Context: an optimization exercise on an open-source flow, tuned for small area. The choices shown serve that exercise and are no tape-out recipe.
RTL that was checked went through simulation tests only; none was proved equivalent to the original.
Power and IR drop assume default switching activity.

==> flow/design.v (excerpt) <==
module pms_codec #(
    parameter STRICT_LEN = 0
) (
    input             clk,
    input             rst,         
    input             req_valid,
    input      [31:0] req,
    output reg        rsp_valid,
    output reg [15:0] rsp_data
);
    localparam [7:0] START1 = 8'h42;
    localparam [7:0] START2 = 8'h4D;
    wire [3:0] func = req[31:28];
    wire fire = req_valid && !rst;
    wire mid_zero  = (req[27:8] == 20'd0);
    wire is_push   = fire && (func == 4'h1) && mid_zero;
    wire is_clr    = fire && (func == 4'h2) && mid_zero && (req[7:0] == 8'd0);
    wire is_decode = fire && (func == 4'h3) && mid_zero && (req[7:0] == 8'd0);
    wire is_encode = fire && (func == 4'h4) && (req[27:24] == 4'd0);
    wire is_regrd  = fire && (func == 4'h5) && mid_zero;
    wire [7:0] byte_in = req[7:0];
    reg [5:0]  rx_cnt;
    reg        rx_ovf;
    reg        d_done;
    reg        d_ok;
    reg        good;           
    reg [12:0] acc;            
    reg [7:0]  stage [0:23];   
    reg [15:0] meas  [0:11];
    wire cnt_full = rx_cnt[5];               
    wire push_in  = is_push && !cnt_full;
    wire at0      = (rx_cnt[4:0] == 5'd0);
    wire at1      = (rx_cnt[4:0] == 5'd1);
    wire at30     = (rx_cnt[4:0] == 5'd30);
    wire at31     = (rx_cnt[4:0] == 5'd31);
    wire m_st1  = (byte_in == START1);
    wire m_st2  = (byte_in == START2);
    wire m_cshi = (byte_in == {3'd0, acc[12:8]});
    wire m_cslo = (byte_in == acc[7:0]);
    wire match  = at0 ? m_st1 : at1 ? m_st2 : at30 ? m_cshi : at31 ? m_cslo : 1'b1;
    wire good_nxt = (at0 || good) && match;
    wire frame_ok = cnt_full && !rx_ovf && good;
    always @(posedge clk) begin
        if (rst) begin
            rx_ovf <= 1'b0;
  ...
==> flow/config.mk <==
export PLATFORM = sky130hd
export DESIGN_NAME = pms_codec
export DESIGN_NICKNAME = pms_codec
export VERILOG_FILES = /design/flow/design.v
export SDC_FILE = /design/flow/constraint.sdc
export NUM_CORES = 4
export LEC_CHECK = 0
export CAP_MARGIN = 20
export CORE_MARGIN = 2
export CORE_UTILIZATION = 40
export SLEW_MARGIN = 20
export SYNTH_HIERARCHICAL = 1
==> flow/constraint.sdc <==
create_clock -name core_clock -period 12.0 [get_ports {clk}]
set_input_delay 2.4000 -clock core_clock [delete_from_list [all_inputs] [get_ports {clk}]]
set_output_delay 2.4000 -clock core_clock [all_outputs]
set_load 0.01 [all_outputs]
standard.sh (not shown) runs the stock make flow with config.mk's settings and CLKGATE_MAP_FILE= SYNTH_SCRIPT=/design/flow/synth_recipe.tcl, a recipe that flattens the netlist after the stock synthesis.
==> flow/flow/run.sh <==
#!/bin/bash
# Standard layout, with two changes made through ORFS's own variables:
#  * the port buffers are sky130_fd_sc_hd__buf_1 (every port still gets one);
#  * clock tree synthesis runs without dummy loads.
# Each step's full output is in orfs/logs/; make's own output is in make.log.
set -euo pipefail
cts_args="-sink_clustering_enable -repair_clock_nets -dont_use_dummy_load"
cts_args="$cts_args -buf_list sky130_fd_sc_hd__clkbuf_4 -sink_clustering_size 10 -sink_clustering_max_diameter 45"
bash standard.sh \
    "BUFFER_PORTS_ARGS=-buffer_cell sky130_fd_sc_hd__buf_1" \
    "CTS_ARGS=$cts_args" \
    finish > make.log 2>&1
The first run completed with no timing, DRC or antenna violations.
==> next run, changes <==
--- a/flow/design.v
+++ b/flow/design.v
@@ -154,46 +154,36 @@
     always @(posedge clk) begin
         rd_num <= {req[4], req[4] ? req[3] : req[5], req[2:0]};
         if (rst)
             rsp_valid <= 1'b0;
         else
             rsp_valid <= is_regrd;
     end
     wire [11:0] sm;                  
     wire [6:0]  st;                  
     wire [2:0]  ss;                  
-    wire [3:0] p2;
-    assign p2[0] = !rd_num[1] && !rd_num[0];
-    assign p2[1] = !rd_num[1] &&  rd_num[0];
-    assign p2[2] =  rd_num[1] && !rd_num[0];
-    assign p2[3] =  rd_num[1] &&  rd_num[0];
-    wire [1:0] g_m = {rd_num[4] && !rd_num[3] && rd_num[2], rd_num[4] && !rd_num[3] && !rd_num[2]};
-    wire       g_h = rd_num[4] && rd_num[3];
-    wire [1:0] g_t = {!rd_num[4] && rd_num[3] && rd_num[2], !rd_num[4] && rd_num[3] && !rd_num[2]};
-    wire       g_s = !rd_num[4] && !rd_num[3];
     genvar gs;
     generate
-        for (gs = 0; gs < 8; gs = gs + 1) begin : g_sm
-            pms_and2 u_sel (.a(g_m[gs / 4]), .b(p2[gs % 4]), .y(sm[gs]));
-        end
-        for (gs = 0; gs < 4; gs = gs + 1) begin : g_sh
-            pms_and2 u_sel (.a(g_h), .b(p2[gs]), .y(sm[8 + gs]));
+        for (gs = 0; gs < 12; gs = gs + 1) begin : g_sm
+            if (gs < 8)
+                assign sm[gs] = rd_num[4] && !rd_num[3] && (rd_num[2:0] == gs);
+            else
+                assign sm[gs] = rd_num[4] && rd_num[3] && (rd_num[1:0] == gs - 8);
         end
         for (gs = 0; gs < 6; gs = gs + 1) begin : g_st
-            pms_and2 u_sel (.a(g_t[gs / 4]), .b(p2[gs % 4]), .y(st[gs]));
-        end
-        for (gs = 0; gs < 2; gs = gs + 1) begin : g_ss
-            pms_and2 u_sel (.a(g_s), .b(p2[gs]), .y(ss[gs]));
-        end
-    endgenerate
-    pms_and2 u_st6 (.a(g_t[1]), .b(rd_num[1]), .y(st[6]));
-    pms_and2 u_ss2 (.a(g_s), .b(rd_num[1]), .y(ss[2]));
+            assign st[gs] = !rd_num[4] && rd_num[3] && (rd_num[2:0] == gs);
+        end
+    endgenerate
+    assign st[6] = !rd_num[4] && rd_num[3] && (rd_num[2:1] == 2'b11);
+    assign ss[0] = !rd_num[4] && !rd_num[3] && (rd_num[1:0] == 2'd0);
+    assign ss[1] = !rd_num[4] && !rd_num[3] && (rd_num[1:0] == 2'd1);
+    assign ss[2] = !rd_num[4] && !rd_num[3] && rd_num[1];
     genvar gb, gk;
     generate
         for (gb = 0; gb < 8; gb = gb + 1) begin : g_hi
             wire [3:0] n;
             for (gk = 0; gk < 4; gk = gk + 1) begin : g_k
                 pms_aoi222 u_aoi (
                     .a1(sm[3 * gk]),     .a2(meas[3 * gk][8 + gb]),
                     .b1(sm[3 * gk + 1]), .b2(meas[3 * gk + 1][8 + gb]),
                     .c1(sm[3 * gk + 2]), .c2(meas[3 * gk + 2][8 + gb]),
                     .y(n[gk]));
@@ -247,16 +237,10 @@
 );
     assign s  = a ^ b;
     assign co = a & b;
 endmodule
 module pms_xnor2 (
     input  a, b,
     output y
 );
     assign y = ~(a ^ b);
 endmodule
-module pms_and2 (
-    input  a, b,
-    output y
-);
-    assign y = a & b;
-endmodule
Effect: Routed wire length goes up by 0.45%; first-iteration DRC count goes up by 13%; non-clock buffer count goes up by 2; global-route usage goes up by 0.21 points; sequential power stays flat; synthesized cell count goes up by 0.84%; via count stays flat; area after synthesis goes down by 0.53%; setup slack got worse by 0.11 ns; clock power stays flat; sequential share of layout area goes up by 0.47 points; final area goes down by about 0.6%; combinational power stays flat; fmax goes down by 1.4%.
No functional check of the RTL was part of the first run of this note.


Setup of v6:
The RTL this note starts from:
==> flow/design.v <==
module pms_codec #(
    parameter STRICT_LEN = 0
) (
    input             clk,
    input             rst,         
    input             req_valid,
    input      [31:0] req,
    output reg        rsp_valid,
    output reg [15:0] rsp_data
);
    localparam [7:0] START1 = 8'h42;
    localparam [7:0] START2 = 8'h4D;
    wire [3:0] func = req[31:28];
    wire fire = req_valid && !rst;
    wire mid_zero  = (req[27:8] == 20'd0);
    wire is_push   = fire && (func == 4'h1) && mid_zero;
    wire is_clr    = fire && (func == 4'h2) && mid_zero && (req[7:0] == 8'd0);
    wire is_decode = fire && (func == 4'h3) && mid_zero && (req[7:0] == 8'd0);
    wire is_encode = fire && (func == 4'h4) && (req[27:24] == 4'd0);
    wire is_regrd  = fire && (func == 4'h5) && mid_zero;
    wire [7:0] byte_in = req[7:0];
    reg [5:0]  rx_cnt;
    reg        rx_ovf;
    reg        d_done;
    reg        d_ok;
    reg        good;           
    reg [12:0] acc;            
    reg [7:0]  stage [0:23];   
    reg [15:0] meas  [0:11];
    wire cnt_full = rx_cnt[5];               
    wire push_in  = is_push && !cnt_full;
    wire at0      = (rx_cnt[4:0] == 5'd0);
    wire at1      = (rx_cnt[4:0] == 5'd1);
    wire at30     = (rx_cnt[4:0] == 5'd30);
    wire at31     = (rx_cnt[4:0] == 5'd31);
    wire m_st1  = (byte_in == START1);
    wire m_st2  = (byte_in == START2);
    wire m_cshi = (byte_in == {3'd0, acc[12:8]});
    wire m_cslo = (byte_in == acc[7:0]);
    wire match  = at0 ? m_st1 : at1 ? m_st2 : at30 ? m_cshi : at31 ? m_cslo : 1'b1;
    wire good_nxt = (at0 || good) && match;
    wire frame_ok = cnt_full && !rx_ovf && good;
    always @(posedge clk) begin
        if (rst) begin
            rx_cnt <= 6'd0;
            rx_ovf <= 1'b0;
            d_done <= 1'b0;
            d_ok   <= 1'b0;
        end else if (is_push) begin
            if (!cnt_full)
                rx_cnt <= rx_cnt + 6'd1;
            else
                rx_ovf <= 1'b1;
        end else if (is_clr) begin
            rx_cnt <= 6'd0;
            rx_ovf <= 1'b0;
        end else if (is_decode) begin
            d_done <= 1'b1;
            d_ok   <= frame_ok;
            rx_cnt <= 6'd0;
            rx_ovf <= 1'b0;
        end
    end
    always @(posedge clk) begin
        if (push_in)
            good <= good_nxt;
    end
    wire [12:0] acc_a = acc & {13{!at0}};
    wire [7:0]  acc_b = byte_in & {8{push_in && !at30 && !at31}};
    wire [13:0] acc_c;
    wire [12:0] acc_nxt;
    assign acc_c[0] = 1'b0;
    genvar ga;
    generate
        for (ga = 0; ga < 13; ga = ga + 1) begin : g_acc
            if (ga == 0)
                pms_ha u_ha (.a(acc_a[ga]), .b(acc_b[ga]), .s(acc_nxt[ga]), .co(acc_c[ga + 1]));
            else if (ga < 8)
                pms_fa u_fa (.a(acc_a[ga]), .b(acc_b[ga]), .c(acc_c[ga]),
                             .s(acc_nxt[ga]), .co(acc_c[ga + 1]));
            else
                pms_ha u_ha (.a(acc_a[ga]), .b(acc_c[ga]), .s(acc_nxt[ga]), .co(acc_c[ga + 1]));
        end
    endgenerate
    always @(posedge clk)
        acc <= acc_nxt;
    wire shift_in = push_in && (rx_cnt[4:0] >= 5'd4) && (rx_cnt[4:0] <= 5'd27);
    integer i;
    always @(posedge clk) begin
        if (shift_in) begin
            for (i = 0; i < 23; i = i + 1)
                stage[i] <= stage[i + 1];
            stage[23] <= byte_in;
        end
    end
    integer k;
    always @(posedge clk) begin
        if (is_decode && frame_ok) begin
            for (k = 0; k < 12; k = k + 1)
                meas[k] <= {stage[2 * k], stage[2 * k + 1]};
        end
    end
    reg        tx_valid;
    reg [1:0]  tx_op;       
    reg [15:0] tx_data;
    wire [7:0] enc_op = req[23:16];
    wire op_ok = (enc_op == 8'hE1) || (enc_op == 8'hE2) || (enc_op == 8'hE4);
    always @(posedge clk) begin
        if (rst)
            tx_valid <= 1'b0;
        else if (is_encode)
            tx_valid <= op_ok;
    end
    always @(posedge clk) begin
        if (is_encode) begin
            tx_op   <= {enc_op[2], enc_op[2] | enc_op[1]};
            tx_data <= req[15:0];
        end
    end
    wire [7:0] tx_opb = {5'b11100, tx_op[1], tx_op[0] & ~tx_op[1], ~tx_op[0]};
    wire [8:0] cs_c;
    wire [7:0] cs_s;
    wire [9:0] tx_csum;
    assign cs_c[0] = tx_op[0];
    genvar gc;
    generate
        for (gc = 0; gc < 8; gc = gc + 1) begin : g_cs
            pms_fa u_fa (.a(tx_data[8 + gc]), .b(tx_data[gc]), .c(cs_c[gc]),
                         .s(cs_s[gc]), .co(cs_c[gc + 1]));
        end
    endgenerate
    wire cs_q2, cs_q3, cs_q4, cs_q8;
    wire cs_q5 = cs_s[4] | cs_q4;
    wire cs_q6 = cs_s[5] | cs_q5;
    wire cs_q7 = cs_s[6] | cs_q6;
    assign tx_csum[0] = cs_s[0];
    pms_ha    u_cs1 (.a(cs_s[1]), .b(tx_op[1]), .s(tx_csum[1]), .co(cs_q2));
    pms_ha    u_cs2 (.a(cs_s[2]), .b(cs_q2), .s(tx_csum[2]), .co(cs_q3));
    pms_ha    u_cs3 (.a(cs_s[3]), .b(cs_q3), .s(tx_csum[3]), .co(cs_q4));
    pms_xnor2 u_cs4 (.a(cs_s[4]), .b(cs_q4), .y(tx_csum[4]));
    pms_xnor2 u_cs5 (.a(cs_s[5]), .b(cs_q5), .y(tx_csum[5]));
    pms_xnor2 u_cs6 (.a(cs_s[6]), .b(cs_q6), .y(tx_csum[6]));
    pms_ha    u_cs7 (.a(cs_s[7]), .b(cs_q7), .s(tx_csum[7]), .co(cs_q8));
    pms_xnor2 u_cs8 (.a(cs_c[8]), .b(cs_q8), .y(tx_csum[8]));
    assign tx_csum[9] = cs_c[8] | cs_q8;
    reg [5:0] rd_num;
    always @(posedge clk) begin
        rd_num <= req[5:0];
        if (rst)
            rsp_valid <= 1'b0;
        else
            rsp_valid <= is_regrd;
    end
    wire [11:0] sm;                  
    wire [6:0]  st;                  
    wire [2:0]  ss;                  
    genvar gs;
    generate
        for (gs = 0; gs < 12; gs = gs + 1) begin : g_sm
            if (gs < 8)
                assign sm[gs] = rd_num[4] && !rd_num[3] && (rd_num[2:0] == gs);
            else
                assign sm[gs] = rd_num[4] && rd_num[3] && (rd_num[1:0] == gs - 8);
        end
        for (gs = 0; gs < 6; gs = gs + 1) begin : g_st
            assign st[gs] = !rd_num[4] && rd_num[5] && (rd_num[2:0] == gs);
        end
    endgenerate
    assign st[6] = !rd_num[4] && rd_num[5] && (rd_num[2:1] == 2'b11);
    assign ss[0] = !rd_num[4] && !rd_num[5] && (rd_num[1:0] == 2'd0);
    assign ss[1] = !rd_num[4] && !rd_num[5] && (rd_num[1:0] == 2'd1);
    assign ss[2] = !rd_num[4] && !rd_num[5] && rd_num[1];
    genvar gb, gk;
    generate
        for (gb = 0; gb < 8; gb = gb + 1) begin : g_hi
            wire [3:0] n;
            for (gk = 0; gk < 4; gk = gk + 1) begin : g_k
                pms_aoi222 u_aoi (
                    .a1(sm[3 * gk]),     .a2(meas[3 * gk][8 + gb]),
                    .b1(sm[3 * gk + 1]), .b2(meas[3 * gk + 1][8 + gb]),
                    .c1(sm[3 * gk + 2]), .c2(meas[3 * gk + 2][8 + gb]),
                    .y(n[gk]));
            end
            always @(*) rsp_data[8 + gb] = ~&n;
        end
    endgenerate
    wire [7:0] tx_cs_hi = {6'd0, tx_csum[9:8]};
    wire [7:0] stat0 = {6'd0, d_ok, d_done};
    wire [7:0] stat1 = {rx_ovf, 1'b0, rx_cnt};
    wire [7:0] const_lo = {st[2], st[0] | st[1] | st[2], st[2], 1'b0, st[1],
                           st[1] | st[2] & tx_opb[2], st[0] | st[2] & tx_opb[1],
                           st[1] | st[2] & tx_opb[0]};
    generate
        for (gb = 0; gb < 8; gb = gb + 1) begin : g_lo
            wire [5:0] n;
            for (gk = 0; gk < 4; gk = gk + 1) begin : g_k
                pms_aoi222 u_aoi (
                    .a1(sm[3 * gk]),     .a2(meas[3 * gk][gb]),
                    .b1(sm[3 * gk + 1]), .b2(meas[3 * gk + 1][gb]),
                    .c1(sm[3 * gk + 2]), .c2(meas[3 * gk + 2][gb]),
                    .y(n[gk]));
            end
            pms_aoi222 u_tx (
                .a1(st[3]), .a2(tx_data[8 + gb]),
                .b1(st[4]), .b2(tx_data[gb]),
                .c1(st[6]), .c2(tx_csum[gb]),
                .y(n[4]));
            assign n[5] = ~(st[5] & tx_cs_hi[gb] | ss[0] & stat0[gb] |
                            ss[1] & stat1[gb] | ss[2] & (gb == 0 ? tx_valid : 1'b0));
            always @(*) rsp_data[gb] = ~&n | const_lo[gb];
        end
    endgenerate
endmodule
module pms_aoi222 (
    input  a1, a2, b1, b2, c1, c2,
    output y
);
    assign y = ~(a1 & a2 | b1 & b2 | c1 & c2);
endmodule
module pms_fa (
    input  a, b, c,
    output s, co
);
    assign s  = a ^ b ^ c;
    assign co = a & b | c & (a ^ b);
endmodule
module pms_ha (
    input  a, b,
    output s, co
);
    assign s  = a ^ b;
    assign co = a & b;
endmodule
module pms_xnor2 (
    input  a, b,
    output y
);
    assign y = ~(a ^ b);
endmodule
Settings: LEC_CHECK=0, CAP_MARGIN=20, CORE_MARGIN=2, CORE_UTILIZATION=40, SLEW_MARGIN=20, SYNTH_HIERARCHICAL=1; clock period 12.0 ns.
==> flow/flow/run.sh <==
#!/bin/bash
# Standard layout, with two changes made through ORFS's own variables:
#  * the port buffers are sky130_fd_sc_hd__buf_1 (every port still gets one);
#  * clock tree synthesis runs without dummy loads.
# Each step's full output is in orfs/logs/; make's own output is in make.log.
set -euo pipefail
cts_args="-sink_clustering_enable -repair_clock_nets -dont_use_dummy_load"
cts_args="$cts_args -buf_list sky130_fd_sc_hd__clkbuf_8 -sink_clustering_size 20 -sink_clustering_max_diameter 60"
bash standard.sh \
    "BUFFER_PORTS_ARGS=-buffer_cell sky130_fd_sc_hd__buf_1" \
    "CTS_ARGS=$cts_args" \
    finish > make.log 2>&1
Changes in v7 relative to v6:
--- a/flow/design.v
+++ b/flow/design.v
@@ -41,27 +41,34 @@
     wire good_nxt = (at0 || good) && match;
     wire frame_ok = cnt_full && !rx_ovf && good;
     always @(posedge clk) begin
         if (rst) begin
-            rx_cnt <= 6'd0;
             rx_ovf <= 1'b0;
             d_done <= 1'b0;
             d_ok   <= 1'b0;
         end else if (is_push) begin
-            if (!cnt_full)
-                rx_cnt <= rx_cnt + 6'd1;
-            else
+            if (cnt_full)
                 rx_ovf <= 1'b1;
         end else if (is_clr) begin
-            rx_cnt <= 6'd0;
             rx_ovf <= 1'b0;
         end else if (is_decode) begin
             d_done <= 1'b1;
             d_ok   <= frame_ok;
-            rx_cnt <= 6'd0;
             rx_ovf <= 1'b0;
         end
     end
+    wire       cnt_clr = rst || is_clr || is_decode;
+    wire [5:0] cnt_t;
+    wire [4:0] cnt_s;
+    assign cnt_t[0] = push_in;
+    genvar gn;
+    generate
+        for (gn = 0; gn < 5; gn = gn + 1) begin : g_cnt
+            pms_ha u_ha (.a(rx_cnt[gn]), .b(cnt_t[gn]), .s(cnt_s[gn]), .co(cnt_t[gn + 1]));
+        end
+    endgenerate
+    always @(posedge clk)
+        rx_cnt <= {6{!cnt_clr}} & {rx_cnt[5] | cnt_t[5], cnt_s};
     always @(posedge clk) begin
         if (push_in)
             good <= good_nxt;
     end
- In terms of part of the total power dissipated in combinational logic, v7 and v6 differ only marginally.
- Between v7 and v6, the worst relative slew slack is higher for v7.
- v6 has lower share of total power in sequential cells than v7.
- Row non-clock buffer count: v7 higher / v6 lower
- Going from v6 to v7, fraction of area in multi-input gates shrinks by 0.44 points.
The RTL of v6 was laid out without a check of its function.

re-timing with driven ports:
The results above use ideal ports. As a check the final layouts listed here were re-extracted and re-timed, cells and wires unchanged. Step 1 assumes that a clkbuf_16 drives the clock port and a buf_2 every other input. Step 2 moves the port delays by t, midway between the first and last clock arrival at a register: inputs arrive t later, outputs are due t later. That takes back most of the time a late clock gives input paths. Three values: ideal, step 1, step 2; two values: the first two.
run | t, ns | setup slack, ns | hold slack, ns | latest minus earliest clock arrival (ns) | pins driven straight from the clock port
the first run of note 1 | 0.730 | 4.152 / 4.105 / 4.607 | 0.373 / 0.373 / 0.373 | 0.095 / 0.095 | 1
the second run of note 1 | 0.718 | 4.043 / 3.998 / 4.639 | 0.393 / 0.393 / 0.393 | 0.077 / 0.077 | 1
v6 | 0.636 | 4.110 / 4.066 / 4.293 | 0.411 / 0.411 / 0.411 | 0.048 / 0.048 | 1
v7 | 0.625 | 4.079 / 4.034 / 4.652 | 0.409 / 0.409 / 0.409 | 0.056 / 0.056 | 1
After both steps setup and hold are still met in every run listed.
